This is an optimization exercise on Yosys and OpenROAD, whose aim is small area, not a production implementation.
Only simulation tests tie the RTL to the original design; equivalence was not proved.
The clock port is modelled as an ideal driver; clocking choices that lean on that would not hold on a real chip.
No activity file was given, so power comes from the tool's default toggle rates.

==> design/flow/design.v <==
module lrm_core (
    input  wire        clk,
    input  wire        rst,
    input  wire        cell_in,
    input  wire        arm_in,
    input  wire        sleep_in,
    input  wire [31:0] ms_now,
    input  wire        rx_valid,
    input  wire [7:0]  rx_byte,
    input  wire        tx_ready,
    output reg         rx_ack,
    output reg         tx_valid,
    output reg  [7:0]  tx_byte,
    output wire        ind_axle,
    output wire        ind_error,
    output wire        ind_status
);
    localparam [2:0] S_IDLE  = 3'b000;
    localparam [2:0] S_SLEEP = 3'b001;
    localparam [2:0] S_RDY   = 3'b010;   
    localparam [2:0] S_POFF  = 3'b011;   
    localparam [2:0] S_PON0  = 3'b100;   
    localparam [2:0] S_PON1  = 3'b101;   
    localparam [2:0] S_ERR0  = 3'b110;   
    localparam [2:0] S_ERR1  = 3'b111;   
    localparam [3:0] M_ECHO  = 4'h0;
    localparam [3:0] M_AXLE  = 4'h1;
    localparam [3:0] M_ERR   = 4'h2;
    localparam [3:0] M_OK    = 4'h3;
    localparam [3:0] M_NOK   = 4'h4;
    localparam [3:0] M_ON    = 4'h5;
    localparam [3:0] M_OFF   = 4'h6;
    localparam [3:0] M_RERR  = 4'h7;
    localparam [3:0] M_LEN   = 4'h8;
    localparam [3:0] M_START = 4'h9;
    localparam [3:0] M_STOP  = 4'hA;
    localparam [3:0] M_ERR0  = 4'hB;   
    reg [2:0]  st;
    reg [2:0]  lenk;         
    reg [3:0]  thr_on, thr_off;
    reg [1:0]  thr_err;
    reg [31:0] mbuf;
    reg [5:0]  msum;
    reg [12:0] on_dur;
    reg [31:0] off_dur;
    reg [31:0] T;
    reg [13:0] D;
    reg [15:0] axle_cnt, pb_cnt;
    reg        pb_zero;      
    reg        busy, esc;
    reg [3:0]  ty, pos;
    wire armed   = st[2] | st[1];
    wire started = st[0] & armed;
    wire w_off   = ~st[2] & st[1];
    wire w_on    = st[2] & ~st[1];
    wire w_err   = st[2] & st[1];
    assign ind_status = armed;
    assign ind_axle   = st[2];
    assign ind_error  = w_err;
    reg        evicted;
    always @(*) begin
        case (lenk)
            3'd3:    evicted = mbuf[1];
            3'd4:    evicted = mbuf[3];
            3'd5:    evicted = mbuf[7];
            3'd6:    evicted = mbuf[15];
            default: evicted = mbuf[31];
        endcase
    end
    function ge_k13(input [12:0] x, input [12:0] k);
        integer i;
        reg g;
        begin
            g = 1'b1;
            for (i = 0; i < 13; i = i + 1)
                g = k[i] ? (x[i] & g) : (x[i] | g);
            ge_k13 = g;
        end
    endfunction
    wire        s_up = cell_in & ~evicted;
    wire        s_dn = ~cell_in & evicted;
    wire [6:0]  s_t;
    wire [5:0]  nsum;
    assign s_t[0] = s_up | s_dn;
    genvar gi;
    generate for (gi = 0; gi < 6; gi = gi + 1) begin : g_sum
        assign nsum[gi]   = msum[gi] ^ s_t[gi];
        assign s_t[gi+1]  = s_t[gi] & (msum[gi] ^ s_dn);
    end endgenerate
    wire [32:0] off_c;
    wire [31:0] n_off;
    assign off_c[0] = w_off;
    generate for (gi = 0; gi < 32; gi = gi + 1) begin : g_off
        assign n_off[gi]   = off_dur[gi] ^ off_c[gi];
        assign off_c[gi+1] = off_dur[gi] & off_c[gi];
    end endgenerate
    wire [13:0] on_c;
    wire [12:0] n_on;
    assign on_c[0] = 1'b1;
    generate for (gi = 0; gi < 13; gi = gi + 1) begin : g_on
        assign n_on[gi]   = on_dur[gi] ^ on_c[gi];
        assign on_c[gi+1] = on_dur[gi] & on_c[gi];
    end endgenerate
    reg  [6:0]  len;
    always @(*) begin
        case (lenk)
            3'd3:    len = 7'd2;
            3'd4:    len = 7'd4;
            3'd5:    len = 7'd8;
            3'd6:    len = 7'd16;
            default: len = 7'd32;
        endcase
    end
    wire [6:0]  a_c;
    wire [6:0]  a_s;
    wire [5:0]  thr6 = {2'b00, thr_on};
    assign a_c[0] = 1'b0;
    generate for (gi = 0; gi < 6; gi = gi + 1) begin : g_on_add
        assign a_s[gi]   = nsum[gi] ^ thr6[gi] ^ a_c[gi];
        assign a_c[gi+1] = (nsum[gi] & thr6[gi]) | (a_c[gi] & (nsum[gi] ^ thr6[gi]));
    end endgenerate
    assign a_s[6] = a_c[6];
    reg ev_on;
    always @(*) begin
        case (lenk)
            3'd3:    ev_on = (|a_s[6:2]) | (a_s[1] & a_s[0]);
            3'd4:    ev_on = (|a_s[6:3]) | (a_s[2] & |a_s[1:0]);
            3'd5:    ev_on = (|a_s[6:4]) | (a_s[3] & |a_s[2:0]);
            3'd6:    ev_on = (|a_s[6:5]) | (a_s[4] & |a_s[3:0]);
            default: ev_on = a_s[6] | (a_s[5] & |a_s[4:0]);
        endcase
    end
    wire ev_stop = ((|off_dur[31:13]) | ge_k13(off_dur[12:0], 13'd6000)) & ~off_c[32];
    wire [4:0] x_b;
    assign x_b[0] = 1'b0;
    generate for (gi = 0; gi < 4; gi = gi + 1) begin : g_lt
        assign x_b[gi+1] = (~nsum[gi] & thr_off[gi]) | (x_b[gi] & (~nsum[gi] | thr_off[gi]));
    end endgenerate
    wire ev_axle = ~nsum[5] & ~nsum[4] & x_b[4];
    reg ev_err;
    always @(*) begin
        case (thr_err)
            2'd0:    ev_err = 1'b1;
            2'd1:    ev_err = ge_k13(on_dur, 13'd2000);
            2'd2:    ev_err = ge_k13(on_dur, 13'd4000);
            default: ev_err = ge_k13(on_dur, 13'd6000);
        endcase
    end
    wire ev_rec  = nsum == 6'd0;
    wire [32:0] m_c, m_b;
    wire [31:0] m_s;
    assign m_c[0] = 1'b0;
    assign m_b[0] = 1'b0;
    generate for (gi = 0; gi < 32; gi = gi + 1) begin : g_mid
        assign m_s[gi]   = T[gi] ^ ms_now[gi] ^ m_c[gi];
        assign m_c[gi+1] = (T[gi] & ms_now[gi]) | (m_c[gi] & (T[gi] ^ ms_now[gi]));
        assign m_b[gi+1] = (ms_now[gi] == T[gi]) ? m_b[gi] : T[gi];
    end endgenerate
    wire [31:0] mid = {m_c[32] ^ m_b[32], m_s[31:1]};
    function ge_k8(input [7:0] x, input [7:0] k);
        integer i;
        reg g;
        begin
            g = 1'b1;
            for (i = 0; i < 8; i = i + 1)
                g = k[i] ? (x[i] & g) : (x[i] | g);
            ge_k8 = g;
        end
    endfunction
    wire [7:0] b = rx_byte;
    wire c_echo = ge_k8(b, 8'hF0);
    wire c_err  = ge_k8(b, 8'd61) & ~ge_k8(b, 8'd65);
    wire c_off  = ge_k8(b, 8'd40) & ~ge_k8(b, 8'd60);
    wire c_on   = ge_k8(b, 8'd20) & ~ge_k8(b, 8'd40);
    wire c_len  = ge_k8(b, 8'd11) & ~ge_k8(b, 8'd16);
    reg  ok_off, ok_on, ok_len;
    always @(*) begin
        case (lenk)
            3'd3:    begin ok_off = ~ge_k8(b, 8'd41); ok_on = ~ge_k8(b, 8'd21); end
            3'd4:    begin ok_off = ~ge_k8(b, 8'd42); ok_on = ~ge_k8(b, 8'd22); end
            3'd5:    begin ok_off = ~ge_k8(b, 8'd44); ok_on = ~ge_k8(b, 8'd24); end
            3'd6:    begin ok_off = ~ge_k8(b, 8'd48); ok_on = ~ge_k8(b, 8'd28); end
            default: begin ok_off = ~ge_k8(b, 8'd56); ok_on = ~ge_k8(b, 8'd36); end
        endcase
        case (b[2:0])
            3'd3:    ok_len = (thr_on == 4'd0) & (thr_off == 4'd0);
            3'd4:    ok_len = (thr_on[3:1] == 3'd0) & (thr_off[3:1] == 3'd0);
            3'd5:    ok_len = (thr_on[3:2] == 2'd0) & (thr_off[3:2] == 2'd0);
            3'd6:    ok_len = ~thr_on[3] & ~thr_off[3];
            default: ok_len = 1'b1;
        endcase
    end
    wire set_err = c_err;
    wire set_off = c_off & ok_off;
    wire set_on  = c_on & ok_on;
    wire set_len = c_len & ok_len;
    reg  [3:0] cmd_ty;
    always @(*) begin
        if (c_echo)
            cmd_ty = M_ECHO;
        else if (set_err | set_off | set_on | set_len)
            cmd_ty = M_OK;
        else if (b == 8'd1) cmd_ty = M_LEN;
        else if (b == 8'd2) cmd_ty = M_ON;
        else if (b == 8'd3) cmd_ty = M_OFF;
        else if (b == 8'd4) cmd_ty = M_RERR;
        else cmd_ty = M_NOK;
    end
    wire [1:0] v_err = {b[1] ~^ b[0], ~b[0]};           
    wire [3:0] v_off = {~b[3], b[2:0]};                  
    wire [3:0] v_on  = {b[3] ~^ b[2], ~b[2], b[1:0]};    
    reg [2:0] n_st;
    reg       stage;
    reg [3:0] n_ty;
    reg       cmd_exec;
    reg       ld_t_ms, ld_t_mid, ld_t_off, ld_d_on, ld_d_off, ld_d_b;
    reg       inc_axle, first_axle, set_pz;
    always @(*) begin
        n_st = st;
        stage = 1'b0;
        n_ty = M_STOP;
        cmd_exec = 1'b0;
        ld_t_ms = 1'b0; ld_t_mid = 1'b0; ld_t_off = 1'b0;
        ld_d_on = 1'b0; ld_d_off = 1'b0; ld_d_b = 1'b0;
        inc_axle = 1'b0; first_axle = 1'b0; set_pz = 1'b0;
        rx_ack = rx_valid & (st != S_SLEEP);
        case (st)
            S_IDLE: begin
                if (rx_valid) begin
                    cmd_exec = 1'b1;
                    stage = 1'b1;
                    n_ty = cmd_ty;
                    ld_d_b = 1'b1;
                end
                if (arm_in) begin
                    n_st = S_RDY;
                    set_pz = 1'b1;
                end else if (sleep_in)
                    n_st = S_SLEEP;
            end
            S_SLEEP: begin
                if (!sleep_in) n_st = S_IDLE;
            end
            default: begin
                if (st == S_RDY) ld_t_ms = 1'b1;
                if (!arm_in) begin
                    if (started) stage = 1'b1;
                    n_st = S_IDLE;
                end else begin
                    case (st)
                        S_RDY: if (ev_on) n_st = S_PON0;
                        S_POFF: begin
                            if (ev_on) n_st = S_PON1;
                            else if (ev_stop) begin
                                stage = 1'b1;
                                n_st = S_RDY;
                            end
                        end
                        S_PON0, S_PON1: begin
                            if (ev_axle) begin
                                inc_axle = 1'b1;
                                stage = 1'b1;
                                n_st = S_POFF;
                                if (!st[0]) begin
                                    first_axle = 1'b1;
                                    ld_t_mid = 1'b1;
                                    n_ty = M_START;
                                end else begin
                                    ld_t_off = 1'b1;
                                    ld_d_on = 1'b1;
                                    n_ty = M_AXLE;
                                end
                            end else if (ev_err) begin
                                stage = 1'b1;
                                if (st[0]) begin
                                    ld_t_off = 1'b1;
                                    n_ty = M_ERR;
                                end else begin
                                    ld_d_off = 1'b1;
                                    n_ty = M_ERR0;
                                end
                                n_st = {2'b11, st[0]};
                            end
                        end
                        default: begin   
                            if (ev_rec) n_st = {2'b01, st[0]};
                        end
                    endcase
                end
            end
        endcase
    end
    reg [7:0] rval;
    always @(*) begin
        case (ty)
            M_LEN:   rval = {1'b0, len};
            M_ON:    rval = {4'd0, thr_on};
            M_OFF:   rval = {4'd0, thr_off};
            M_RERR:  rval = {6'd0, thr_err};
            default: rval = D[7:0];
        endcase
    end
    wire stst = (ty == M_START) || (ty == M_STOP);
    wire acd  = (ty == M_STOP) || (ty == M_ERR0);
    reg [7:0] pb;
    reg [3:0] adv_pos;
    always @(*) begin
        case (pos[2:0])
            3'd1: pb = (ty == M_ECHO) ? 8'hF1 :
                       (ty == M_ERR0) ? 8'h02 : {4'd0, ty};
            3'd2: pb = stst ? pb_cnt[7:0] : rval;
            3'd3: pb = pb_cnt[15:8];
            3'd4: pb = acd ? axle_cnt[7:0]  : T[7:0];
            3'd5: pb = acd ? axle_cnt[15:8] : T[15:8];
            3'd6: pb = (ty == M_ERR0) ? D[7:0] : T[23:16];
            3'd7: pb = (ty == M_ERR0) ? {2'b00, D[13:8]} : T[31:24];
            default: pb = 8'h00;
        endcase
        case (pos[2:0])
            3'd1:    adv_pos = (ty == M_ERR || ty == M_ERR0) ? 4'd4 : 4'd2;
            3'd2:    adv_pos = (ty == M_AXLE) ? 4'd4 :
                               (ty == M_START || ty == M_STOP) ? 4'd3 : 4'd8;
            3'd3:    adv_pos = 4'd4;
            3'd4:    adv_pos = 4'd5;
            3'd5:    adv_pos = (ty == M_STOP) ? 4'd8 : 4'd6;
            3'd6:    adv_pos = 4'd7;
            default: adv_pos = 4'd8;
        endcase
    end
    wire special = (pb[7:2] == 6'b011111) && (pb[1:0] != 2'b11);
    wire p0 = (pos == 4'd0);
    wire do_esc = special & ~esc;
    reg       n_busy, n_esc;
    reg [3:0] n_pos, n_tyr;
    always @(*) begin
        tx_valid = (stage | busy) & tx_ready & (n_st != S_SLEEP);
        if (stage | p0)
            tx_byte = 8'h7C;
        else if (pos[3])
            tx_byte = 8'h7D;
        else if (do_esc)
            tx_byte = 8'h7E;
        else
            tx_byte = pb;
        n_busy = busy;
        n_esc = esc;
        n_pos = pos;
        n_tyr = ty;
        if (stage) begin
            n_busy = 1'b1;
            n_esc = 1'b0;
            n_tyr = n_ty;
            n_pos = {3'd0, tx_valid};
        end else if (tx_valid) begin
            if (p0) begin
                n_pos = 4'd1;
            end else if (pos[3]) begin
                n_busy = 1'b0;
            end else if (do_esc) begin
                n_esc = 1'b1;
            end else begin
                n_esc = 1'b0;
                n_pos = adv_pos;
            end
        end
    end
    wire [16:0] ac_c, pc_c;
    wire [15:0] n_ac, n_pc;
    wire [15:0] ac_b = first_axle ? 16'd0 : axle_cnt;
    assign ac_c[0] = inc_axle;
    assign pc_c[0] = 1'b1;
    generate for (gi = 0; gi < 16; gi = gi + 1) begin : g_cnt
        assign n_ac[gi]   = ac_b[gi] ^ ac_c[gi];
        assign ac_c[gi+1] = ac_b[gi] & ac_c[gi];
        assign n_pc[gi]   = pb_cnt[gi] ^ pc_c[gi];
        assign pc_c[gi+1] = pb_cnt[gi] & pc_c[gi];
    end endgenerate
    wire [31:0] n_mbuf;
    assign n_mbuf[0] = ~(armed & cell_in);
    generate for (gi = 1; gi < 32; gi = gi + 1) begin : g_mbuf
        if (gi % 2 == 1)
            assign n_mbuf[gi] = armed & ~mbuf[gi-1];
        else
            assign n_mbuf[gi] = ~(armed & mbuf[gi-1]);
    end endgenerate
    always @(posedge clk) begin
        if (rst) begin
            st      <= S_IDLE;
            lenk    <= 3'd4;
            thr_on  <= 4'd1;
            thr_off <= 4'd1;
            thr_err <= 2'd3;
            busy    <= 1'b0;
        end else begin
            st   <= n_st;
            busy <= n_busy;
            if (cmd_exec && set_err) thr_err <= v_err;
            if (cmd_exec && set_off) thr_off <= v_off;
            if (cmd_exec && set_on)  thr_on  <= v_on;
            if (cmd_exec && set_len) lenk    <= b[2:0];
        end
    end
    always @(posedge clk) begin
        mbuf    <= n_mbuf;
        msum    <= armed ? nsum : 6'd0;
        on_dur  <= w_on ? n_on : 13'd0;
        off_dur <= (!armed || (w_on && ev_axle)) ? 32'd0 : n_off;
        if (ld_t_ms)
            T <= ms_now;
        else if (ld_t_mid)
            T <= mid;
        else if (ld_t_off)
            T <= {2'b00, off_dur[31:2]};
        if (ld_d_off)
            D <= off_dur[31:18];
        else if (ld_d_on)
            D[7:0] <= n_on[9:2];
        else if (ld_d_b)
            D[7:0] <= rx_byte;
        axle_cnt <= ld_d_off ? off_dur[17:2] : n_ac;
        if (first_axle) begin
            pb_cnt  <= pb_zero ? 16'd1 : n_pc;
            pb_zero <= 1'b0;
        end else if (set_pz)
            pb_zero <= 1'b1;
        ty  <= n_tyr;
        pos <= n_pos;
        esc <= n_esc;
    end
endmodule
==> design/flow/flow/run.sh <==
#!/bin/bash
# Layout: the standard ORFS flow (standard.sh) with these changes:
#  - synthesis: synth_recipe.tcl plus an area-oriented ABC script and no
#    adder pre-mapping (flow/synth.tcl, flow/area.abc); same registers;
#  - ports are buffered with buf_1 cells;
#  - the clock tree uses clkbuf_4/clkbuf_8 without dummy loads; clock
#    buffers that leave a flip-flop clock slew above 115 ps are upsized
#    (flow/fixclk.tcl, run after CTS).
# Each step's full log is in orfs/logs/; the make output is in layout.log.
set -euo pipefail
here=$(pwd)
export LRM_ABC_SCRIPT=$here/flow/area.abc
export BUFFER_PORTS_ARGS="-buffer_cell sky130_fd_sc_hd__buf_1"
export CTS_ARGS="-sink_clustering_enable -repair_clock_nets -dont_use_dummy_load -buf_list {sky130_fd_sc_hd__clkbuf_4 sky130_fd_sc_hd__clkbuf_8}"
export POST_CTS_TCL=$here/flow/fixclk.tcl
sed "s|SYNTH_SCRIPT=[^ ]*|SYNTH_SCRIPT=$here/flow/synth.tcl|" standard.sh > layout.sh
grep -q "SYNTH_SCRIPT=$here/flow/synth.tcl" layout.sh
bash layout.sh > layout.log 2>&1
==> design/flow/flow/area.abc <==
strash
dc2
dch -f
amap
topo
==> design/flow/flow/fixclk.tcl <==
# POST_CTS hook: upsize clock buffers whose flip-flop clock pins see a slew
# above 115 ps (estimated from placement), then legalize again.
estimate_parasitics -placement
set drivers {}
foreach pin [get_pins -hierarchical */CLK] {
  if {[get_property $pin slew_max] > 0.115} {
    set net [get_nets -of_objects $pin]
    foreach d [get_pins -of_objects $net -filter "direction==output"] {
      set name [get_full_name [get_cells -of_objects $d]]
      if {[lsearch $drivers $name] < 0} { lappend drivers $name }
    }
  }
}
set changed 0
foreach name $drivers {
  set inst [get_cells $name]
  set m [get_property $inst ref_name]
  if {[string match sky130_fd_sc_hd__clkbuf_* $m] && $m ne "sky130_fd_sc_hd__clkbuf_16"} {
    puts "fixclk: $name $m -> sky130_fd_sc_hd__clkbuf_16"
    replace_cell $inst sky130_fd_sc_hd__clkbuf_16
    incr changed
  }
}
if {$changed > 0} {
  detailed_placement
  check_placement -verbose
  estimate_parasitics -placement
}
==> design/flow/flow/synth.tcl <==
# The standard synthesis script (synth_recipe.tcl) with two changes to
# the combinational mapping only: adders are not pre-mapped to fa/ha cells,
# and ABC maps for area with flow/area.abc. Registers are untouched.
proc synth {args} { yosys synth -nofsm -noshare {*}$args }
proc abc {args} {
  set i [lsearch -exact $args -script]
  if { $i >= 0 } { lset args [expr {$i + 1}] $::env(LRM_ABC_SCRIPT) }
  yosys abc {*}$args
}
unset ::env(ADDER_MAP_FILE)
source $::env(SCRIPTS_DIR)/synth.tcl
# left out here: clear keep_hierarchy, flatten, clean up, hide names made inside functions, write 1_2_yosys.v
==> design/flow/standard.sh <==
#!/bin/bash
# synth_recipe.tcl (not shown) runs the flow's synth.tcl, then flattens the netlist and writes it again
# the make line also repeats each setting of config.mk as NAME=value (left out here)
make -C /OpenROAD-flow-scripts/flow DESIGN_CONFIG=/design/flow/config.mk WORK_HOME=/design/flow/orfs CLKGATE_MAP_FILE= SYNTH_SCRIPT=/design/flow/synth_recipe.tcl "${@:-finish}"
==> design/flow/config.mk <==
export PLATFORM = sky130hd
export DESIGN_NAME = lrm_core
export DESIGN_NICKNAME = lrm_core
export VERILOG_FILES = /design/flow/design.v
export SDC_FILE = /design/flow/constraint.sdc
export NUM_CORES = 4
export LEC_CHECK = 0
export ABC_AREA = 1
export CAP_MARGIN = 20
export CORE_MARGIN = 2
export CORE_UTILIZATION = 60
export SLEW_MARGIN = 20
==> design/flow/constraint.sdc <==
create_clock -name core_clock -period 30.0 [get_ports {clk}]
set_input_delay 6.0000 -clock core_clock [delete_from_list [all_inputs] [get_ports {clk}]]
set_output_delay 6.0000 -clock core_clock [all_outputs]
set_load 0.01 [all_outputs]
==> summary.md, run 1 <==
| Metric | Value |
|---|---|
| Reg2Reg Depth | 45 |
| Combinational power share | 22.2% |
| Inst Count DP | 1540 |
| Yosys cell types | 46 |
| CP Launch Type | primary input |
| Final worst path period need | 16670 ps |
| Global Route Usage Sum | 31.00% |
| Crit Path Class | in -> out |
| Fin nets | 1386 |
| Area taken by multi-input logic gates | 0.004811 mm2 |
| DP HPWL | 20270 um |
| Cell Pwr Density | 50.00 mW/mm2 |
| # IOs | 60 |
| Vias | 9628 |
| #FFs+latches synth | 188 |
| Share of layout cells above drive strength 1 | 2.393% |
| Most common cell after layout, fill and taps aside | nor2_1 |
| Slew Viols, Final | 0 |
| Commonest cells after routing, fill and taps aside | nor2_1 (205), clkinv_1 (201), dfxtp_1 (121), nand2_1 (114), o21ai_0 (96) |
| Pin count of the biggest net entering global routing | 55 |
| Prevailing post-synth register cell | dfxtp_1 |
| WL/cell | 17.29 um |
| Place WS | 13450 ps |
| Crit-path cells | buf_1, nor2_1, clkinv_1, o221ai_1, clkinv_1, o22ai_1, nor2_1, a21oi_1, nand2_1, o21ai_0, nand2_1, o21ai_0, nor2_1, or2_0, a21oi_1, o32ai_1, nor3b_1, nand3_1, a31oi_1, nor2_1, clkinv_1, or2_0, nand2b_1, buf_1 |
| Area growth, synth to finish | 8.350% |
| Reg clk slew, reported paths | 100 ps |
| Max rail drop VDD | 0.02957 mV |
| Worst clock skew | 37.46 ps |
| Final worst-path cycle share | 55.58% |
| Final setup viols | 0 |
| Max Cap Viol | 0 |
| CP Capture Type | primary output |
| Initial antenna violation count | 0 |
| Hold Path Class | reg -> reg |
| IO Port Bufs | 59 |
| Mean area per synthesized cell | 7.984 um2 |
| Grt ovf | 0 |
| Number of antenna diodes | 0 |
| Row count | 47 |
| # DRC | 0 |
| Worst slew pin tran | 1072 ps |
| Initial Util | 60.83% |
| Post-Route WL | 26920 um |
| Fill cells | 1469 |
| Clock latency at the later pin of the worst-skew pair | 480 ps |
| RD Place Congestion | 0.9266 |
| Relative slew slack | 26.65% |
| Met3 routed WL | 2406 um |
| Core area | 0.01641 mm2 |
| NetSw | 168.3 uW |
| DRT antenna net count | 0 |
| CP max FO | 15 |
| Critical Path RT | 24000 ps |
| Pre-Repair DR Iteration Count | 7 |
| RSZ-0062 raised after global routing | no |
| Cells after Synth | 1250 |
| Syn nets | 1297 |
| Syn Std Cell Area | 0.009980 mm2 |
| Max Clk Rate | 0.05998 GHz |
| CP max stage cell | clkinv_1 |
| Die Area | 0.01768 mm2 |
| YS warnings | 1 |
| Status | no timing/DRC/antenna violations |
| Slowest stage delay, CP | 460 ps |
| Vias in the first global route | 8580 |
| WHS | 366.9 ps |
| Max Used Layer | met4 |
| Most used cell, CP | nor2_1 |
| Sequential share of power | 54.1% |
| Hold depth | 1 |
| LEAKAGE | 3.399 nW |
| Clock Power Share | 23.7% |
| Wire length on met1 | 12360 um |
| Sw Ratio | 31.13% |
| Setup TNS | 0 ps |
| Power Internal | 372.3 uW |
| Die H | 133.0 um |
| Async SR Flop Fraction | 0% |
| EDFF count, synth | 67 |
| PnR worst setup slack | 13330 ps |
| # clock sinks | 188 |
| Storage cell area | 0.004434 mm2 |
| Number of DRC markers in iteration 0 | 879 |
| Wire length on met2 | 11650 um |
| Sequential share of the synthesized area | 44.43% |
| Global-route wire length before repair | 43490 um |
| Post-Layout Cell Count | 1557 |
| Via/cell ratio | 6.184 |
| CTS tree | built |
| Arrival @ worst endpoint | 10670 ps |
| Die width | 133.0 um |
| Final Hold Vio Count | 0 |
-- metal layers --
layer / global-route usage [%] / vias up
li1: - / 4783
met1: 45.33 / 4409
met2: 46.49 / 398
met3: 6.284 / 38
met4: 9.259 / 0
met5: 0 / -
-- path summary, 6_finish.rpt --
check | startpoint | slack [ps] | end
max reg2reg | st[1] | 21480 | pos[0]
max | cell_in | 13330 | tx_byte[4]
min reg2reg | mbuf[18] | 370 | mbuf[19]
min | mbuf[18] | 370 | mbuf[19]
-- synthesized netlist by cell type, types with 2 or more instances --
cell / instances / area, um2
nor3_1: 40 / 200.2
o41ai_1: 2 / 17.52
o21ai_0: 97 / 485.5
dfxtp_1: 121 / 2422
edfxtp_1: 67 / 2012
clkinv_1: 201 / 754.5
nor3b_1: 10 / 75.07
nor4_1: 11 / 68.82
o21bai_1: 2 / 15.01
nand3_1: 14 / 70.07
a2111oi_0: 7 / 61.31
and3_1: 6 / 37.54
a221oi_1: 18 / 157.7
nand2b_1: 4 / 25.02
or2_0: 9 / 56.30
o32ai_1: 13 / 113.9
o21a_1: 19 / 142.6
o31ai_1: 8 / 60.06
a21o_1: 3 / 22.52
a22oi_1: 39 / 292.8
o221a_1: 2 / 22.52
nand4_1: 7 / 43.79
a32oi_1: 7 / 61.31
a21oi_1: 37 / 185.2
a31oi_1: 9 / 56.30
o221ai_1: 34 / 297.8
o211ai_1: 25 / 187.7
a221o_1: 2 / 20.02
nor2_1: 206 / 773.2
or3_1: 5 / 31.28
nand2_1: 115 / 431.7
a211oi_1: 45 / 337.8
o22ai_1: 39 / 244.0
nor2b_1: 10 / 62.56
and2_0: 5 / 31.28
-- cell type report --
| type | instances | area share, % |
|---|---|---|
| sequential | 188 | 41.01 |
| clock buffer | 17 | 2.164 |
| timing repair buffer | 70 | 2.812 |
| tap | 220 | 2.546 |
| inverter | 201 | 6.978 |
| multi-input combinational | 861 | 44.49 |
-- state kept, by name, summed over array words and instances (netlist names), 4 cells and up --
name	flops
T	32
mbuf	32
off_dur	32
axle_cnt	16
pb_cnt	16
D	14
on_dur	13
msum	6
pos	4
thr_off	4
thr_on	4
ty	4
-- per-stage QoR --
stage               cell area (um2)  util, %  total power [mW]
global route                  10810    65.90            0.5666
detailed placement            10580    64.46            0.4150
finish                        10810    65.90            0.5406
floorplan                      9980        -            0.3777
global placement              10580    64.46            0.4136
-- kinds of logic after synthesis --
logic type / synth area share [%]
AOI/OAI and AO/OA: 28.80
buffers and inverters: 7.560
DFF: 44.43
and+or+nand+nor: 19.21
-- critical path: cells and delay by family --
kind	cells	cell delay (ps)
simple gates	11	2100
compound gates	8	1480
buf+inv	5	1060
-- power by group through the flow --
| stage | sequential [mW] | clock, mW | combinational (mW) |
|---|---|---|---|
| after detailed placement | 0.298 | 0 | 0.117 |
| after global routing | 0.294 | 0.138 | 0.134 |
| final | 0.292 | 0.128 | 0.120 |
| after global placement | 0.298 | 0 | 0.116 |
| after floorplan | 0.295 | 0 | 0.0830 |
==> run 2: changes to the inputs <==
--- a/design/flow/design.v
+++ b/design/flow/design.v
@@ -370,3 +370,4 @@
     assign ac_c[0] = inc_axle;
-    assign pc_c[0] = 1'b1;
+    wire [15:0] pc_b = (first_axle & pb_zero) ? 16'd0 : pb_cnt;
+    assign pc_c[0] = first_axle;
     generate for (gi = 0; gi < 16; gi = gi + 1) begin : g_cnt
@@ -374,5 +375,15 @@
         assign ac_c[gi+1] = ac_b[gi] & ac_c[gi];
-        assign n_pc[gi]   = pb_cnt[gi] ^ pc_c[gi];
-        assign pc_c[gi+1] = pb_cnt[gi] & pc_c[gi];
+        assign n_pc[gi]   = pc_b[gi] ^ pc_c[gi];
+        assign pc_c[gi+1] = pc_b[gi] & pc_c[gi];
     end endgenerate
+    wire t_hold = ~(ld_t_ms | ld_t_mid | ld_t_off);
+    wire [31:0] n_T = ({32{ld_t_ms}}  & ms_now)
+                    | ({32{ld_t_mid & ~ld_t_ms}} & mid)
+                    | ({32{ld_t_off & ~ld_t_ms & ~ld_t_mid}} & {2'b00, off_dur[31:2]})
+                    | ({32{t_hold}}   & T);
+    wire d_hold = ~(ld_d_off | ld_d_on | ld_d_b);
+    wire [7:0] n_D = ({8{ld_d_off}} & off_dur[25:18])
+                   | ({8{ld_d_on & ~ld_d_off}} & n_on[9:2])
+                   | ({8{ld_d_b & ~ld_d_off & ~ld_d_on}} & rx_byte)
+                   | ({8{d_hold}} & D[7:0]);
     wire [31:0] n_mbuf;
@@ -407,19 +418,11 @@
         off_dur <= (!armed || (w_on && ev_axle)) ? 32'd0 : n_off;
-        if (ld_t_ms)
-            T <= ms_now;
-        else if (ld_t_mid)
-            T <= mid;
-        else if (ld_t_off)
-            T <= {2'b00, off_dur[31:2]};
+        T <= n_T;
         if (ld_d_off)
-            D <= off_dur[31:18];
-        else if (ld_d_on)
-            D[7:0] <= n_on[9:2];
-        else if (ld_d_b)
-            D[7:0] <= rx_byte;
+            D[13:8] <= off_dur[31:26];
+        D[7:0] <= n_D;
         axle_cnt <= ld_d_off ? off_dur[17:2] : n_ac;
-        if (first_axle) begin
-            pb_cnt  <= pb_zero ? 16'd1 : n_pc;
+        pb_cnt <= n_pc;
+        if (first_axle)
             pb_zero <= 1'b0;
-        end else if (set_pz)
+        else if (set_pz)
             pb_zero <= 1'b1;
==> summary.md, run 2 <==
| Metric | Value |
|---|---|
| Status | no timing/DRC/antenna violations |
| Setup TNS | 0 ps |
| Prevailing post-synth register cell | dfxtp_1 |
| Yosys cell types | 46 |
| Cells after Synth | 1288 |
| Global Route Usage Sum | 33.48% |
| DRT antenna net count | 0 |
| Largest registers | T: 32 flops, mbuf: 32 flops, off_dur: 32 flops |
| Number of antenna diodes | 0 |
| # clock sinks | 188 |
| Worst clock skew | 34.96 ps |
| Most common cell after layout, fill and taps aside | clkinv_1 |
| Cell Pwr Density | 62.18 mW/mm2 |
| Area contributors post-synth | dfxtp_1 (37%), clkinv_1 (8.3%), nor2_1 (7.9%) |
| Vias | 9843 |
| Hold Path Class | reg -> reg |
| Relative slew slack | 30.04% |
| Slowest stage delay, CP | 540 ps |
| Crit path max-delay family | compound AO/OA/AOI/OAI gates |
| Commonest cells after routing, fill and taps aside | clkinv_1 (212), nor2_1 (198), dfxtp_1 (177), nand2_1 (128), o21ai_0 (128) |
| Max Clk Rate | 0.05913 GHz |
| Fin nets | 1424 |
| Area growth, synth to finish | 8.628% |
| Grt ovf | 0 |
| Clock latency at the later pin of the worst-skew pair | 480 ps |
| Via/cell ratio | 6.187 |
| LEAKAGE | 3.412 nW |
| # IOs | 60 |
| CTS tree | built |
| GRT met1 Usage | 41.95% |
| Initial antenna violation count | 0 |
| Top-count cell post-synth | clkinv_1 |
| Syn nets | 1335 |
| Final Hold Vio Count | 0 |
| Critical Path RT | 24000 ps |
| YS warnings | 1 |
| Synth top cells by count | clkinv_1 (212), nor2_1 (201), dfxtp_1 (177), nand2_1 (128), o21ai_0 (128) |
| Final setup viols | 0 |
| Post-Route WL | 28190 um |
| Reg2Reg Depth | 43 |
| Row count | 46 |
| Arrival @ worst endpoint | 10910 ps |
| CP max stage cell | clkinv_1 |
| Mean area per synthesized cell | 7.454 um2 |
| Share of layout cells above drive strength 1 | 2.327% |
| CP max FO | 16 |
| Async SR Flop Fraction | 0% |
| Final core occ | 66.13% |
| Die Area | 0.01703 mm2 |
| Core area | 0.01577 mm2 |
| DP HPWL | 21020 um |
| Reg clk slew, reported paths | 100 ps |
| Number of DRC markers in iteration 0 | 815 |
| CP Launch Type | primary input |
| Max rail drop VDD | 0.03361 mV |
| GR peak layer | met2 |
| IO Port Bufs | 59 |
| CP Buf/Inv Count | 7 |
| Hold depth | 1 |
| Pre-Repair DR Iteration Count | 5 |
| WL/cell | 17.72 um |
| RSZ-0062 raised after global routing | no |
| CP Capture Type | primary output |
| Final worst-path cycle share | 56.37% |
| GR Layer Usage met3 | 6.352% |
| Most used cell, CP | clkinv_1 |
| Global-route wire length before repair | 44260 um |
| Worst slew pin tran | 1041 ps |
| Synth top area share | 36.91% |
| Crit path depth | 25 |
| EDFF count, synth | 11 |
| # DRC | 0 |
| Initial Util | 60.88% |
| Vias in the first global route | 8792 |
| Slew Viols, Final | 0 |
| Leading area contributor after synthesis | dfxtp_1 |
| Pin count of the biggest net entering global routing | 34 |
| Crit Path Class | in -> out |
| Final worst path period need | 16910 ps |
| Max Cap Viol | 0 |
| RD Place Congestion | 0.9691 |
| GR Layer Usage met2 | 56.77% |
| Die width | 130.5 um |
| #FFs+latches synth | 188 |
| Syn Std Cell Area | 0.009600 mm2 |
| Power, Total | 648.5 uW |
| Sequential share of the synthesized area | 40.35% |
| Die H | 130.5 um |
| Fill cells | 1470 |
==> run 2: cell types whose count changed in the layout (fill, tap and decap cells not counted), moves of 11 or more <==
cell      delta
a211oi_1    -12
a222oi_1    +17
clkinv_1    +11
dfxtp_1     +56
edfxtp_1    -56
nand2_1     +14
o211ai_1    -17
o21ai_0     +32
==> run 2: worst register-to-register path, delay by kind of cell, from the launching register on <==
kind / cells / cell delay, ps
and+or+nand+nor: 37 / 6130
buffers and inverters: 5 / 1010
AOI/OAI and AO/OA: 1 / 440
DFF: 1 / 350
==> run 2: final cells by class <==
type | count | area (um2) | area share, %
multi-input cells | 888 | 4943 | 47.40
clock buffers | 17 | 234.0 | 2.244
inverters | 212 | 795.8 | 7.630
flip-flops and latches | 188 | 3874 | 37.14
repair buffers | 70 | 311.5 | 2.987
well taps | 216 | 270.3 | 2.591
==> run 2: where the power goes <==
part	internal (mW)	switching, mW	leakage (nW)
combinational	0.0753	0.132	1.74
sequential	0.286	0.0248	1.55
clock	0.0502	0.0801	0.122
==> run 2: final timing paths <==
path	slack [ps]	startpoint	endpoint
worst max-delay path	13090	cell_in	tx_byte[0]
worst min-delay path	360	mbuf[2]	mbuf[3]
worst max register to register	21790	st[1]	pos[0]
worst min register to register	360	mbuf[2]	mbuf[3]
==> run 2: per-layer routing <==
| layer | routed length [um] | share of wire, % |
|---|---|---|
| met1 | 11820 | 42 |
| met2 | 13470 | 48 |
| met3 | 1890 | 6.7 |
| met4 | 1010 | 3.6 |
| met5 | 0 | 0 |
==> run 2: kinds of logic (layout without fill, tap and decap cells) <==
kind of cell / Yosys count / after routing / synth area share (%)
AO/OA/AOI/OAI: 446 / 446 / 31.73
AND/OR/NAND/NOR: 442 / 442 / 19.63
buffers and inverters: 212 / 299 / 8.289
flip-flops: 188 / 188 / 40.35
==> run 2: through the flow <==
stage	instances	cell area [um2]	setup slack, ps	hold WS [ps]
3_3_place_gp	1573	10180	13330	344.1
3_5_place_dp	1573	10180	13140	346.7
2_1_floorplan	1288	9600	14140	343.4
6_report	1591	10430	13090	358.3
5_1_grt	1591	10430	12380	360.1
==> run 3: changes to the inputs <==
--- a/design/flow/flow/run.sh
+++ b/design/flow/flow/run.sh
@@ -5,5 +5,5 @@
 #  - ports are buffered with buf_1 cells;
-#  - the clock tree uses clkbuf_4/clkbuf_8 without dummy loads; clock
-#    buffers that leave a flip-flop clock slew above 115 ps are upsized
-#    (flow/fixclk.tcl, run after CTS).
+#  - the clock tree uses clkbuf_4/clkbuf_8 without dummy loads; after CTS
+#    each clock buffer is sized to the smallest of clkbuf_4/8/16 that keeps
+#    its flip-flop clock pins at or below 110 ps (flow/fixclk.tcl).
 # Each step's full log is in orfs/logs/; the make output is in layout.log.
==> design/flow/flow/fixclk.tcl (replaced) <==
# POST_CTS hook: size each clock buffer to the smallest of clkbuf_4/8/16
# that keeps every flip-flop clock pin it drives at or below 110 ps
# (estimated from placement), then legalize again.
proc lrm_sink_slew {inst} {
  set worst 0.0
  foreach op [get_pins -of_objects $inst -filter "direction==output"] {
    foreach p [get_pins -of_objects [get_nets -of_objects $op] -filter "direction==input"] {
      set s [get_property $p slew_max]
      if {$s > $worst} { set worst $s }
    }
  }
  return $worst
}
estimate_parasitics -placement
set sizes {sky130_fd_sc_hd__clkbuf_4 sky130_fd_sc_hd__clkbuf_8 sky130_fd_sc_hd__clkbuf_16}
foreach inst [get_cells *] {
  set m [get_property $inst ref_name]
  if {[lsearch $sizes $m] < 0} { continue }
  foreach s $sizes {
    replace_cell $inst $s
    estimate_parasitics -placement
    if {[lrm_sink_slew $inst] <= 0.110} { break }
  }
  puts "fixclk: [get_full_name $inst] $m -> [get_property $inst ref_name]"
}
detailed_placement
check_placement -verbose
estimate_parasitics -placement
--- a/design/flow/config.mk
+++ b/design/flow/config.mk
@@ -10,3 +10,4 @@
 export CORE_MARGIN = 2
-export CORE_UTILIZATION = 60
+export CORE_UTILIZATION = 70
+export PLACE_DENSITY = 0.78
 export SLEW_MARGIN = 20
==> summary.md, run 3 <==
| Metric | Value |
|---|---|
| Status | no timing/DRC/antenna violations |
| DRT antenna net count | 0 |
| Storage cell area | 0.003874 mm2 |
| # DRC | 0 |
| Final setup viols | 0 |
| #FFs+latches synth | 188 |
| Most common cell after layout, fill and taps aside | clkinv_1 |
| Most used cell, CP | clkinv_1 |
| Area growth, synth to finish | 7.754% |
| Area contributors post-synth | dfxtp_1 (37%), clkinv_1 (8.3%), nor2_1 (7.9%) |
| CP startpoint | cell_in |
| Synth Area in Adders | 0% |
| Initial antenna violation count | 0 |
| Reg clk slew, reported paths | 110 ps |
| Hold Path Class | reg -> reg |
| EDFF count, synth | 11 |
| Max Cap Viol | 0 |
| Final worst-path cycle share | 56.35% |
| Fin nets | 1422 |
| Worst clock skew | 35.06 ps |
| Reg2Reg Depth | 44 |
| Largest registers | T: 32 flops, mbuf: 32 flops, off_dur: 32 flops |
| Async SR Flop Fraction | 0% |
| IO Port Bufs | 59 |
| Via/cell ratio | 6.626 |
| Synth top area share | 36.91% |
| Cell Pwr Density | 62.42 mW/mm2 |
| Crit Path Class | in -> out |
| Final Hold Vio Count | 0 |
| LEAKAGE | 3.395 nW |
| Combinational power share | 32.2% |
| Global Route Usage Sum | 39.69% |
| Largest family of logic cells by synthesized area | compound AO/OA/AOI/OAI gates |
| # IOs | 60 |
| Compound-Gate Fraction of Synth Area | 31.73% |
| Commonest cells after routing, fill and taps aside | clkinv_1 (212), nor2_1 (197), dfxtp_1 (177), nand2_1 (128), o21ai_0 (128) |
| Final worst path period need | 16910 ps |
| Mean area per synthesized cell | 7.454 um2 |
| DP Area | 0.01012 mm2 |
| Post-Route WL | 28350 um |
| Die H | 121.1 um |
| WL/cell | 18.30 um |
| Worst Hold Launch | mbuf[6] |
| Multiplexer share of the synthesized area | 0% |
| # clock sinks | 188 |
| CP max stage cell | clkinv_1 |
| CP Capture Type | primary output |
| Syn Std Cell Area | 0.009600 mm2 |
| RD Place Congestion | 0.9978 |
| Synth Area in XOR/XNOR | 0% |
| Number of DRC markers in iteration 0 | 1299 |
| Number of antenna diodes | 0 |
| WHS | 371.8 ps |
| Worst slew pin tran | 1101 ps |
| Sw Ratio | 36.56% |
| Vias | 10260 |
| Max Clk Rate | 0.05915 GHz |
| NetSw | 236.1 uW |
| Prevailing post-synth register cell | dfxtp_1 |
| Hold depth | 1 |
| Yosys cell types | 46 |
| Clock latency at the later pin of the worst-skew pair | 410 ps |
| Post-Synth Simple-Gate Area | 19.63% |
| Top-count cell post-synth | clkinv_1 |
| Sequential share of power | 48.3% |
| Synth top cells by count | clkinv_1 (212), nor2_1 (201), dfxtp_1 (177), nand2_1 (128), o21ai_0 (128) |
| Relative slew slack | 26.05% |
| Power Internal | 409.7 uW |
| Setup TNS | 0 ps |
| CTS tree | built |
| Slowest stage delay, CP | 530 ps |
| Sequential share of the synthesized area | 40.35% |
| Die Area | 0.01467 mm2 |
| Syn nets | 1335 |
| Row count | 42 |
| Post-route cell area | 0.01034 mm2 |
| Leading area contributor after synthesis | dfxtp_1 |
| Arrival @ worst endpoint | 10910 ps |
| Global-route wire length before repair | 45930 um |
| Fill cells | 1022 |
| Power, Total | 645.7 uW |
| Initial Util | 72.21% |
| RSZ-0062 raised after global routing | no |
| CP Launch Type | primary input |
| YS warnings | 1 |
| DP HPWL | 21040 um |
| CP max FO | 16 |
| Max rail drop VDD | 0.04680 mV |
| Reg-to-Reg Start | st[1] |
| Die width | 121.1 um |
| Critical Path RT | 24000 ps |
| Pre-Repair DR Iteration Count | 9 |
| Core area | 0.01330 mm2 |
| Area taken by multi-input logic gates | 0.004946 mm2 |
| Slew Viols, Final | 0 |
| Clock Power Share | 19.5% |
| Grt ovf | 0 |
| Share of layout cells above drive strength 1 | 2.258% |
| Cells after Synth | 1288 |
| Vias in the first global route | 9636 |
| Pin count of the biggest net entering global routing | 34 |
run 3: through the flow:
stage	util, %	setup slack [ps]	instances
5_1_grt	77.81	12490	1549
3_3_place_gp	76.13	13400	1532
3_5_place_dp	76.13	13210	1532
6_report	77.81	13090	1549
2_1_floorplan	-	14140	1288
run 3: worst paths after layout:
kind,end,slack [ps]
setup / recovery,tx_byte[0],13090
hold / removal,mbuf[7],370
setup reg to reg,pos[2],21660
hold reg to reg,mbuf[7],370
run 3: power by group through the flow:
stage	clock network [mW]	logic, mW	registers (mW)
final	0.126	0.208	0.312
after global routing	0.134	0.234	0.315
after detailed placement	0	0.202	0.316
after global placement	0	0.197	0.316
after floorplan	0	0.151	0.309
run 3: layout make-up:
type,count,area share (%)
Clock buffer,17,2.129
Inverter,212,7.692
Multi-Input combinational cell,888,47.81
Sequential cell,188,37.45
Tap cell,176,2.129
Timing Repair Buffer,68,2.794
run 3: cell families after synthesis:
family | after synthesis
DFF | 188
buffers and inverters | 212
AOI/OAI and AO/OA | 446
and+or+nand+nor | 442
run 3: routing by layer:
metal / global-route usage [%] / wire, um / vias up
li1: - / - / 4888
met4: 21.88 / 1555 / 0
met5: 0 / 0 / -
met3: 8.083 / 2578 / 145
met1: 46.95 / 10780 / 4625
met2: 67.21 / 13430 / 605
run 3: critical path: cells and delay by family:
family,cells,cell delay [ps]
simple gates,9,1620
buf+inv,7,1430
compound gates,9,1860
==> run 4: changes to the inputs <==
--- a/design/flow/flow/fixclk.tcl
+++ b/design/flow/flow/fixclk.tcl
@@ -2,3 +2,4 @@
 # that keeps every flip-flop clock pin it drives at or below 110 ps
-# (estimated from placement), then legalize again.
+# (estimated from placement), then legalize again. A buffer that drives
+# no flip-flop keeps the smallest size.
 proc lrm_sink_slew {inst} {
@@ -7,2 +8,3 @@
     foreach p [get_pins -of_objects [get_nets -of_objects $op] -filter "direction==input"] {
+      if {[get_property $p name] ne "CLK"} { continue }
       set s [get_property $p slew_max]
--- a/design/flow/config.mk
+++ b/design/flow/config.mk
@@ -10,4 +10,4 @@
 export CORE_MARGIN = 2
-export CORE_UTILIZATION = 70
-export PLACE_DENSITY = 0.78
+export CORE_UTILIZATION = 80
+export PLACE_DENSITY = 0.88
 export SLEW_MARGIN = 20
==> summary.md, run 4 <==
| Metric | Value |
|---|---|
| Final Hold Vio Count | 0 |
| WL/cell | 18.46 um |
| Yosys cell types | 46 |
| Slew Viols, Final | 0 |
| # clock sinks | 188 |
| CP max stage cell | clkinv_1 |
| LEAKAGE | 3.378 nW |
| YS warnings | 1 |
| Max Used Layer | met4 |
| Largest registers | T: 32 flops, mbuf: 32 flops, off_dur: 32 flops |
| # DRC | 0 |
| Synth top cells by count | clkinv_1 (212), nor2_1 (201), dfxtp_1 (177), nand2_1 (128), o21ai_0 (128) |
| Arrival @ worst endpoint | 10940 ps |
| Sw Ratio | 36.96% |
| Grt ovf | 0 |
| Pre-Repair DR Iteration Count | 9 |
| Area contributors post-synth | dfxtp_1 (37%), clkinv_1 (8.3%), nor2_1 (7.9%) |
| Syn Std Cell Area | 0.009600 mm2 |
| Relative slew slack | 28.11% |
| CTS tree | built |
| Power Internal | 402.8 uW |
| IO Port Bufs | 59 |
| Die Area | 0.01289 mm2 |
| Fin nets | 1421 |
| Async SR Flop Fraction | 0% |
| PnR worst setup slack | 13060 ps |
| Fill cells | 718 |
| DRT antenna net count | 0 |
| Leading area contributor after synthesis | dfxtp_1 |
| Hold Path Class | reg -> reg |
| Die width | 113.5 um |
| #FFs+latches synth | 188 |
| Slowest stage delay, CP | 510 ps |
| Final worst path period need | 16940 ps |
| Max rail drop VDD | 0.04561 mV |
| RSZ-0062 raised after global routing | no |
| Core area | 0.01186 mm2 |
| EDFF count, synth | 11 |
| Global-route wire length before repair | 45200 um |
| Initial antenna violation count | 1 |
| CP Launch Type | primary input |
| Combinational power share | 32.8% |
| # IOs | 60 |
| Row count | 40 |
| Most used cell, CP | clkinv_1 |
| Final setup viols | 0 |
| Worst clock skew | 36.94 ps |
| Synth top area share | 36.91% |
| RD Place Congestion | 1.156 |
| Initial Util | 80.94% |
| Wire length on met1 | 10270 um |
| Setup TNS | 0 ps |
| Critical Path RT | 24000 ps |
| Status | no timing/DRC/antenna violations |
| Prevailing post-synth register cell | dfxtp_1 |
| Clock latency at the later pin of the worst-skew pair | 620 ps |
| Post-Route WL | 28050 um |
| Most common cell after layout, fill and taps aside | clkinv_1 |
| Global Route Usage Sum | 43.89% |
| Top-count cell post-synth | clkinv_1 |
| Post-Layout Cell Count | 1520 |
| Pin count of the biggest net entering global routing | 34 |
| Number of DRC markers in iteration 0 | 1572 |
| Vias | 10420 |
| WHS | 370.7 ps |
| Share of layout cells above drive strength 1 | 2.114% |
| Commonest cells after routing, fill and taps aside | clkinv_1 (212), nor2_1 (198), dfxtp_1 (177), nand2_1 (128), o21ai_0 (128) |
| Wire length on met2 | 12970 um |
| Cells after Synth | 1288 |
| Max Clk Rate | 0.05902 GHz |
| Final worst-path cycle share | 56.48% |
| Sequential share of power | 48.8% |
| Vias in the first global route | 9716 |
| Inst Count DP | 1502 |
| CP max FO | 16 |
| Area growth, synth to finish | 7.051% |
| DP HPWL | 20300 um |
| Max Cap Viol | 0 |
| Syn nets | 1335 |
| Clock Power Share | 18.4% |
| NetSw | 236.2 uW |
| Sequential share of the synthesized area | 40.35% |
| Crit Path Class | in -> out |
| Place WS | 13120 ps |
| Reg clk slew, reported paths | 90 ps |
| Worst slew pin tran | 1072 ps |
| Cell Pwr Density | 62.17 mW/mm2 |
| Via/cell ratio | 6.858 |
| CP Capture Type | primary output |
| Die H | 113.5 um |
| Mean area per synthesized cell | 7.454 um2 |
| Met3 routed WL | 3002 um |
[run 4: cell counts after synthesis]
No cell type changed its count.
[run 4: worst max-delay path: cells and delay by family]
family,cells,cell delay (ps)
AND/OR/NAND/NOR,8,1520
AO/OA/AOI/OAI,10,2170
buffers and inverters,7,1240
[run 4: path summary, 6_finish.rpt]
path	start	endpoint	slack, ps	cells after the start
worst max-delay path	cell_in	tx_byte[0]	13060	25
worst min-delay path	mbuf[5]	mbuf[6]	370	1
worst max register to register	st[1]	pos[0]	21630	43
worst min register to register	mbuf[5]	mbuf[6]	370	1
[run 4: cell families after synthesis]
group,synth area share [%]
buffers and inverters,8.289
and+or+nand+nor,19.63
AOI/OAI and AO/OA,31.73
DFF,40.35
[run 4: power by group through the flow]
stage / clock, mW / combinational, mW / sequential [mW]
2_1_floorplan: 0 / 0.151 / 0.309
3_3_place_gp: 0 / 0.194 / 0.315
3_5_place_dp: 0 / 0.201 / 0.316
5_1_grt: 0.127 / 0.234 / 0.315
6_report: 0.117 / 0.210 / 0.312
[run 4: routing by layer]
layer / vias to the layer above / track usage [%]
met5: - / 0
met4: 0 / 28.70
met3: 171 / 9.777
met2: 721 / 73.69
met1: 4669 / 50.55
li1: 4863 / -
[run 4: layout make-up]
type	count	area, um2	area share (%)
inverters	212	795.8	7.743
repair buffers	67	281.5	2.739
well taps	147	183.9	1.790
clock buffers	17	196.4	1.911
flip-flops and latches	188	3874	37.69
multi-input cells	888	4943	48.10
diodes	1	2.502	0.02435
[run 4: metrics by stage]
step | power (mW) | util [%] | cell area (um2)
global route | 0.6758 | 86.65 | 10280
finish | 0.6389 | 86.65 | 10280
floorplan | 0.4609 | - | 9600
detailed placement | 0.5175 | 84.97 | 10080
global placement | 0.5092 | 84.97 | 10080
==> run 5: changes to the inputs <==
--- a/design/flow/design.v
+++ b/design/flow/design.v
@@ -49,3 +49,3 @@
     reg        pb_zero;      
-    reg        busy, esc;
+    reg        esc;
     reg [3:0]  ty, pos;
@@ -292,12 +292,2 @@
     end
-    reg [7:0] rval;
-    always @(*) begin
-        case (ty)
-            M_LEN:   rval = {1'b0, len};
-            M_ON:    rval = {4'd0, thr_on};
-            M_OFF:   rval = {4'd0, thr_off};
-            M_RERR:  rval = {6'd0, thr_err};
-            default: rval = D[7:0];
-        endcase
-    end
     wire stst = (ty == M_START) || (ty == M_STOP);
@@ -310,3 +300,3 @@
                        (ty == M_ERR0) ? 8'h02 : {4'd0, ty};
-            3'd2: pb = stst ? pb_cnt[7:0] : rval;
+            3'd2: pb = stst ? pb_cnt[7:0] : D[7:0];
             3'd3: pb = pb_cnt[15:8];
@@ -332,3 +322,4 @@
     wire do_esc = special & ~esc;
-    reg       n_busy, n_esc;
+    wire      busy = ~(pos[3] & pos[2]);
+    reg       n_esc;
     reg [3:0] n_pos, n_tyr;
@@ -344,3 +335,2 @@
             tx_byte = pb;
-        n_busy = busy;
         n_esc = esc;
@@ -349,3 +339,2 @@
         if (stage) begin
-            n_busy = 1'b1;
             n_esc = 1'b0;
@@ -357,3 +346,3 @@
             end else if (pos[3]) begin
-                n_busy = 1'b0;
+                n_pos = 4'hC;
             end else if (do_esc) begin
@@ -383,2 +372,12 @@
                     | ({32{t_hold}}   & T);
+    reg [7:0] rbyte;
+    always @(*) begin
+        case (cmd_ty)
+            M_LEN:   rbyte = {1'b0, len};
+            M_ON:    rbyte = {4'd0, thr_on};
+            M_OFF:   rbyte = {4'd0, thr_off};
+            M_RERR:  rbyte = {6'd0, thr_err};
+            default: rbyte = rx_byte;
+        endcase
+    end
     wire d_hold = ~(ld_d_off | ld_d_on | ld_d_b);
@@ -386,3 +385,3 @@
                    | ({8{ld_d_on & ~ld_d_off}} & n_on[9:2])
-                   | ({8{ld_d_b & ~ld_d_off & ~ld_d_on}} & rx_byte)
+                   | ({8{ld_d_b & ~ld_d_off & ~ld_d_on}} & rbyte)
                    | ({8{d_hold}} & D[7:0]);
@@ -399,2 +398,3 @@
             st      <= S_IDLE;
+            pos     <= 4'hC;
             lenk    <= 3'd4;
@@ -403,6 +403,5 @@
             thr_err <= 2'd3;
-            busy    <= 1'b0;
         end else begin
             st   <= n_st;
-            busy <= n_busy;
+            pos  <= n_pos;
             if (cmd_exec && set_err) thr_err <= v_err;
@@ -429,3 +428,2 @@
         ty  <= n_tyr;
-        pos <= n_pos;
         esc <= n_esc;
==> summary.md, run 5 <==
| Metric | Value |
|---|---|
| Status | no timing/DRC/antenna violations |
| Post-Route WL | 28300 um |
| # clock sinks | 187 |
| CTS tree | built |
| Share of layout cells above drive strength 1 | 2.038% |
| Crit Path Class | in -> out |
| Worst slew pin tran | 1188 ps |
| Most used cell, CP | clkinv_1 |
| Commonest cells after routing, fill and taps aside | clkinv_1 (217), nor2_1 (209), dfxtp_1 (177), o21ai_0 (135), nand2_1 (123) |
| Critical Path RT | 24000 ps |
| Top-count cell post-synth | clkinv_1 |
| Slew Viols, Final | 0 |
| YS warnings | 1 |
| Die Area | 0.01284 mm2 |
| Final worst path period need | 17770 ps |
| Cells after Synth | 1290 |
| Max Clk Rate | 0.05628 GHz |
| WHS | 362.7 ps |
| Final worst-path cycle share | 59.23% |
| Power, Total | 636.1 uW |
| Relative slew slack | 18.78% |
| Yosys cell types | 49 |
| Cell Pwr Density | 62.23 mW/mm2 |
| Max Cap Viol | 0 |
| Core area | 0.01152 mm2 |
| Number of DRC markers in iteration 0 | 1564 |
| Mean area per synthesized cell | 7.410 um2 |
| Largest registers | T: 32 flops, mbuf: 32 flops, off_dur: 32 flops |
| # IOs | 60 |
| Sequential share of the synthesized area | 40.21% |
| Initial Util | 83.01% |
| RD Place Congestion | 1.086 |
| Synth top cells by count | clkinv_1 (217), nor2_1 (211), dfxtp_1 (177), o21ai_0 (136), nand2_1 (123) |
| Syn Std Cell Area | 0.009559 mm2 |
| Area growth, synth to finish | 6.925% |
| Grt ovf | 0 |
| Die H | 113.3 um |
| Vias | 10710 |
| EDFF count, synth | 10 |
| WL/cell | 18.64 um |
| Hold Path Class | reg -> reg |
| Area taken by multi-input logic gates | 0.004911 mm2 |
| IO Port Bufs | 59 |
| Synth top area share | 37.07% |
| Fin nets | 1423 |
| Pre-Repair DR Iteration Count | 6 |
| Final setup viols | 0 |
| Final Hold Vio Count | 0 |
| Leading area contributor after synthesis | dfxtp_1 |
| DP Area | 0.01003 mm2 |
| CP max FO | 9 |
| DRT antenna net count | 0 |
| Global-route wire length before repair | 45740 um |
| # DRC | 0 |
| Post-route cell area | 0.01022 mm2 |
| CP Launch Type | primary input |
| Most common cell after layout, fill and taps aside | clkinv_1 |
| Worst clock skew | 42.64 ps |
| Via/cell ratio | 7.058 |
| Area contributors post-synth | dfxtp_1 (37%), clkinv_1 (8.5%), nor2_1 (8.3%) |
| Prevailing post-synth register cell | dfxtp_1 |
| LEAKAGE | 3.355 nW |
| Row count | 39 |
| Die width | 113.3 um |
| DP HPWL | 19800 um |
| Syn nets | 1337 |
| RSZ-0062 raised after global routing | no |
| Clock latency at the later pin of the worst-skew pair | 630 ps |
| Crit-path cells | buf_1, nor2_1, clkinv_1, o221ai_1, clkinv_1, o22ai_1, clkinv_1, a22oi_1, nand2_1, o21ai_0, nand2_1, o21a_1, o41ai_1, o21ai_0, a31oi_1, nor3b_1, a311oi_1, o21ai_1, clkinv_1, nand2_1, o21ai_0, clkinv_1, buf_1 |
| Async SR Flop Fraction | 0% |
| Initial antenna violation count | 1 |
| Pin count of the biggest net entering global routing | 36 |
| Max rail drop VDD | 0.04925 mV |
| Fill cells | 625 |
| Arrival @ worst endpoint | 11770 ps |
| Setup TNS | 0 ps |
| Reg clk slew, reported paths | 100 ps |
| CP Capture Type | primary output |
| Vias in the first global route | 9777 |
| Slowest stage delay, CP | 680 ps |
| Global Route Usage Sum | 44.48% |
| #FFs+latches synth | 187 |
| CP max stage cell | o21ai_1 |
| Storage cell area | 0.003844 mm2 |
[run 5: cell type report]
| class | count | share of cell area [%] |
|---|---|---|
| Antenna cell | 1 | 0.02448 |
| Clock buffer | 17 | 1.848 |
| Inverter | 217 | 7.969 |
| Multi-Input combinational cell | 886 | 48.05 |
| Sequential cell | 187 | 37.61 |
| Tap cell | 143 | 1.751 |
| Timing Repair Buffer | 67 | 2.754 |
[run 5: cells by family (layout without fill, tap and decap cells)]
| logic type | after synthesis | count (layout) | synth area share (%) |
|---|---|---|---|
| other cells | 0 | 1 | 0 |
| simple gates | 425 | 425 | 18.51 |
| compound gates | 461 | 461 | 32.76 |
| buf+inv | 217 | 301 | 8.521 |
| flops | 187 | 187 | 40.21 |
[run 5: power breakdown]
group	switching (mW)	leakage, nW	internal (mW)
clock	0.0770	0.104	0.0400
sequential	0.0252	1.53	0.286
combinational	0.133	1.72	0.0755
[run 5: path summary, 6_finish.rpt]
kind	startpoint	slack [ps]	end	depth (start not counted)
max	cell_in	12230	tx_valid	23
min	mbuf[28]	360	mbuf[29]	1
min reg2reg	mbuf[28]	360	mbuf[29]	1
max reg2reg	st[1]	21110	pos[0]	44
[run 5: critical path, delay by kind of cell]
family | cells | cell delay, ps
compound gates | 11 | 3240
buf+inv | 7 | 1350
simple gates | 5 | 1180
[run 5: metal layers]
layer	wire, um	track usage (%)
met1	10080	53.23
met2	12980	73.29
met3	3412	8.463
met4	1827	29.02
met5	0	0
[run 5: per-stage QoR]
stage / util (%) / instances / worst slack, ps
2_1_floorplan: - / 1290 / 13910
3_3_place_gp: 87.09 / 1500 / 13080
3_5_place_dp: 87.09 / 1500 / 12550
5_1_grt: 88.75 / 1518 / 11980
6_report: 88.75 / 1518 / 12230
==> run 6: changes to the inputs <==
--- a/design/flow/config.mk
+++ b/design/flow/config.mk
@@ -8,3 +8,3 @@
 export ABC_AREA = 1
-export CAP_MARGIN = 20
+export CAP_MARGIN = 5
 export CORE_MARGIN = 2
@@ -12,2 +12,2 @@
 export PLACE_DENSITY = 0.88
-export SLEW_MARGIN = 20
+export SLEW_MARGIN = 5
==> summary.md, run 6 <==
| Metric | Value |
|---|---|
| Syn Std Cell Area | 0.009559 mm2 |
| # DRC | 0 |
| Max Cap Viol | 0 |
| Die H | 113.3 um |
| WL/cell | 18.61 um |
| Pre-Repair DR Iteration Count | 8 |
| Largest registers | T: 32 flops, mbuf: 32 flops, off_dur: 32 flops |
| Most common cell after layout, fill and taps aside | clkinv_1 |
| Cell Pwr Density | 62.25 mW/mm2 |
| EDFF count, synth | 10 |
| Fill cells | 624 |
| Initial Util | 83.01% |
| Setup TNS | 0 ps |
| Final Hold Vio Count | 0 |
| Mean area per synthesized cell | 7.410 um2 |
| Max rail drop VDD | 0.04905 mV |
| Reg-to-Reg Start | st[1] |
| Status | no timing/DRC/antenna violations |
| Die Area | 0.01284 mm2 |
| CP Launch Type | primary input |
| Number of DRC markers in iteration 0 | 1551 |
| Clock latency at the later pin of the worst-skew pair | 640 ps |
| Hold Path Class | reg -> reg |
| Cells after Synth | 1290 |
| RD Place Congestion | 1.086 |
| Max Clk Rate | 0.05714 GHz |
| R2R setup slack | 21370 ps |
| Leading area contributor after synthesis | dfxtp_1 |
| Via/cell ratio | 7.026 |
| Worst Hold Launch | mbuf[28] |
| WHS | 362.6 ps |
| Initial antenna violation count | 1 |
| Relative slew slack | 17.40% |
| Row count | 39 |
| Global-route wire length before repair | 45740 um |
| # clock sinks | 187 |
| CP max FO | 7 |
| Sequential share of the synthesized area | 40.21% |
| Synth top area share | 37.07% |
| DP HPWL | 19800 um |
| Async SR Flop Fraction | 0% |
| Reg2Reg Depth | 44 |
| Reg clk slew, reported paths | 100 ps |
| RSZ-0062 raised after global routing | no |
| Synth top cells by count | clkinv_1 (217), nor2_1 (211), dfxtp_1 (177), o21ai_0 (136), nand2_1 (123) |
| Final worst path period need | 17500 ps |
| Area growth, synth to finish | 6.977% |
| Global Route Usage Sum | 44.48% |
| Pin count of the biggest net entering global routing | 36 |
| #FFs+latches synth | 187 |
| Vias in the first global route | 9777 |
| Share of layout cells above drive strength 1 | 2.109% |
| Area contributors post-synth | dfxtp_1 (37%), clkinv_1 (8.5%), nor2_1 (8.3%) |
| Yosys cell types | 49 |
| Vias | 10670 |
| Worst clock skew | 43.91 ps |
| CTS tree | built |
| YS warnings | 1 |
| Crit Path Class | in -> out |
| Final core occ | 88.80% |
| Syn nets | 1337 |
| Final worst-path cycle share | 58.34% |
| Final setup viols | 0 |
| Worst r2r dst | pos[0] |
| Commonest cells after routing, fill and taps aside | clkinv_1 (217), nor2_1 (209), dfxtp_1 (177), o21ai_0 (136), nand2_1 (123) |
| Prevailing post-synth register cell | dfxtp_1 |
| # IOs | 60 |
| Worst slew pin tran | 1208 ps |
| Die width | 113.3 um |
| Worst Hold Path EP | mbuf[29] |
| Arrival @ worst endpoint | 11500 ps |
| Fin nets | 1424 |
| LEAKAGE | 3.359 nW |
| Post-Route WL | 28270 um |
| DRT antenna net count | 0 |
| Grt ovf | 0 |
| Slew Viols, Final | 0 |
| Top-count cell post-synth | clkinv_1 |
| Core area | 0.01152 mm2 |
| Hold depth | 1 |
| CP Capture Type | primary output |
| Critical Path RT | 24000 ps |
| IO Port Bufs | 59 |
-- run 6: cell type report --
class / count / area, um2 / area share (%)
Tap cell: 143 / 178.9 / 1.750
Antenna cell: 1 / 2.502 / 0.02447
Sequential cell: 187 / 3844 / 37.59
Timing Repair Buffer: 68 / 286.5 / 2.802
Inverter: 217 / 814.5 / 7.965
Clock buffer: 17 / 188.9 / 1.848
Multi-Input combinational cell: 886 / 4911 / 48.02
-- run 6: power by group --
part           internal (mW)  total (mW)  leakage, nW  switching, mW
registers              0.286       0.311         1.53         0.0253
logic                 0.0756       0.209         1.72          0.133
clock network         0.0400       0.117        0.104         0.0772
total                  0.401       0.637         3.36          0.235
-- run 6: worst max-delay path by stage --
stage          cells past startpoint          to     from
2_1_floorplan                     21    tx_valid  cell_in
3_3_place_gp                      23    tx_valid  cell_in
3_5_place_dp                      23    tx_valid  cell_in
5_1_grt                           27  tx_byte[6]  cell_in
6_report                          27  tx_byte[6]  cell_in
-- run 6: kinds of logic after synthesis --
logic type / after synthesis / synth area share [%]
AOI/OAI and AO/OA: 461 / 32.76
and+or+nand+nor: 425 / 18.51
DFF: 187 / 40.21
buffers and inverters: 217 / 8.521
-- run 6: worst max-delay path, stage by stage --
cell and delay [ps]:
buf_1 90, nor2_1 400, clkinv_1 250, o221ai_1 310, clkinv_1 150, o22ai_1 420, clkinv_1 230, a22oi_1 370
nand2_1 150, o21ai_0 150, nand2_1 140, o21ai_0 160, nor2_1 120, nand2_1 110, o21ai_0 100, nand3_1 130
o41ai_1 80, o21ai_0 90, a31oi_1 80, nor3b_1 200, a311oi_1 260, o21ai_0 220, buf_2 270, nor2_1 290
clkinv_1 190, or3_1 380, buf_1 130
-- run 6: metrics by stage --
step	power (mW)	std cells	area, um2	worst slack [ps]
2_1_floorplan	0.4586	1290	9559	13910
3_5_place_dp	0.5124	1500	10030	12550
6_report	0.6366	1519	10230	12500
5_1_grt	0.6682	1519	10230	12200
3_3_place_gp	0.5037	1500	10030	13080
-- run 6: routing by layer --
layer / track usage (%) / vias up / wire (um) / part of all wire [%]
met4: 29.02 / 0 / 1856 / 6.6
met1: 53.23 / 4707 / 10150 / 36
met5: 0 / - / 0 / 0
met3: 8.463 / 218 / 3293 / 12
li1: - / 4884 / - / -
met2: 73.29 / 863 / 12980 / 46

[re-timing with driven ports]
No port has a modelled driver above. Below, the same layouts with a new extraction and two added sets of constraints. Step 1 (the two cells are an assumption about what drives the block):
set clk [get_ports {clk}]
set_driving_cell -lib_cell sky130_fd_sc_hd__clkbuf_16 $clk
set_driving_cell -lib_cell sky130_fd_sc_hd__buf_2 [delete_from_list [all_inputs] $clk]
Step 2 also shifts input and output timing later by t, the mid clock arrival at the registers, as if the neighbouring blocks saw the same clock. Three values: no drivers, after step 1, after step 2; two values: the first two.
run	t (ns)	slack for setup (ns)	worst hold slack (ns)
run 1	0.506	13.327 / 13.307 / 13.307	0.367 / 0.367 / 0.367
run 2	0.506	13.089 / 13.066 / 13.066	0.358 / 0.358 / 0.358
run 3	0.438	13.094 / 13.073 / 13.073	0.372 / 0.372 / 0.372
run 4	0.644	13.056 / 13.035 / 13.035	0.371 / 0.371 / 0.371
run 5	0.647	12.232 / 12.212 / 12.212	0.363 / 0.363 / 0.363
run 6	0.658	12.499 / 12.479 / 12.479	0.363 / 0.363 / 0.363
After both steps every run listed still meets setup and hold. For run 2, which loses most, drivers alone change the setup slack by -0.023 ns; drivers and shift together by -0.023 ns.
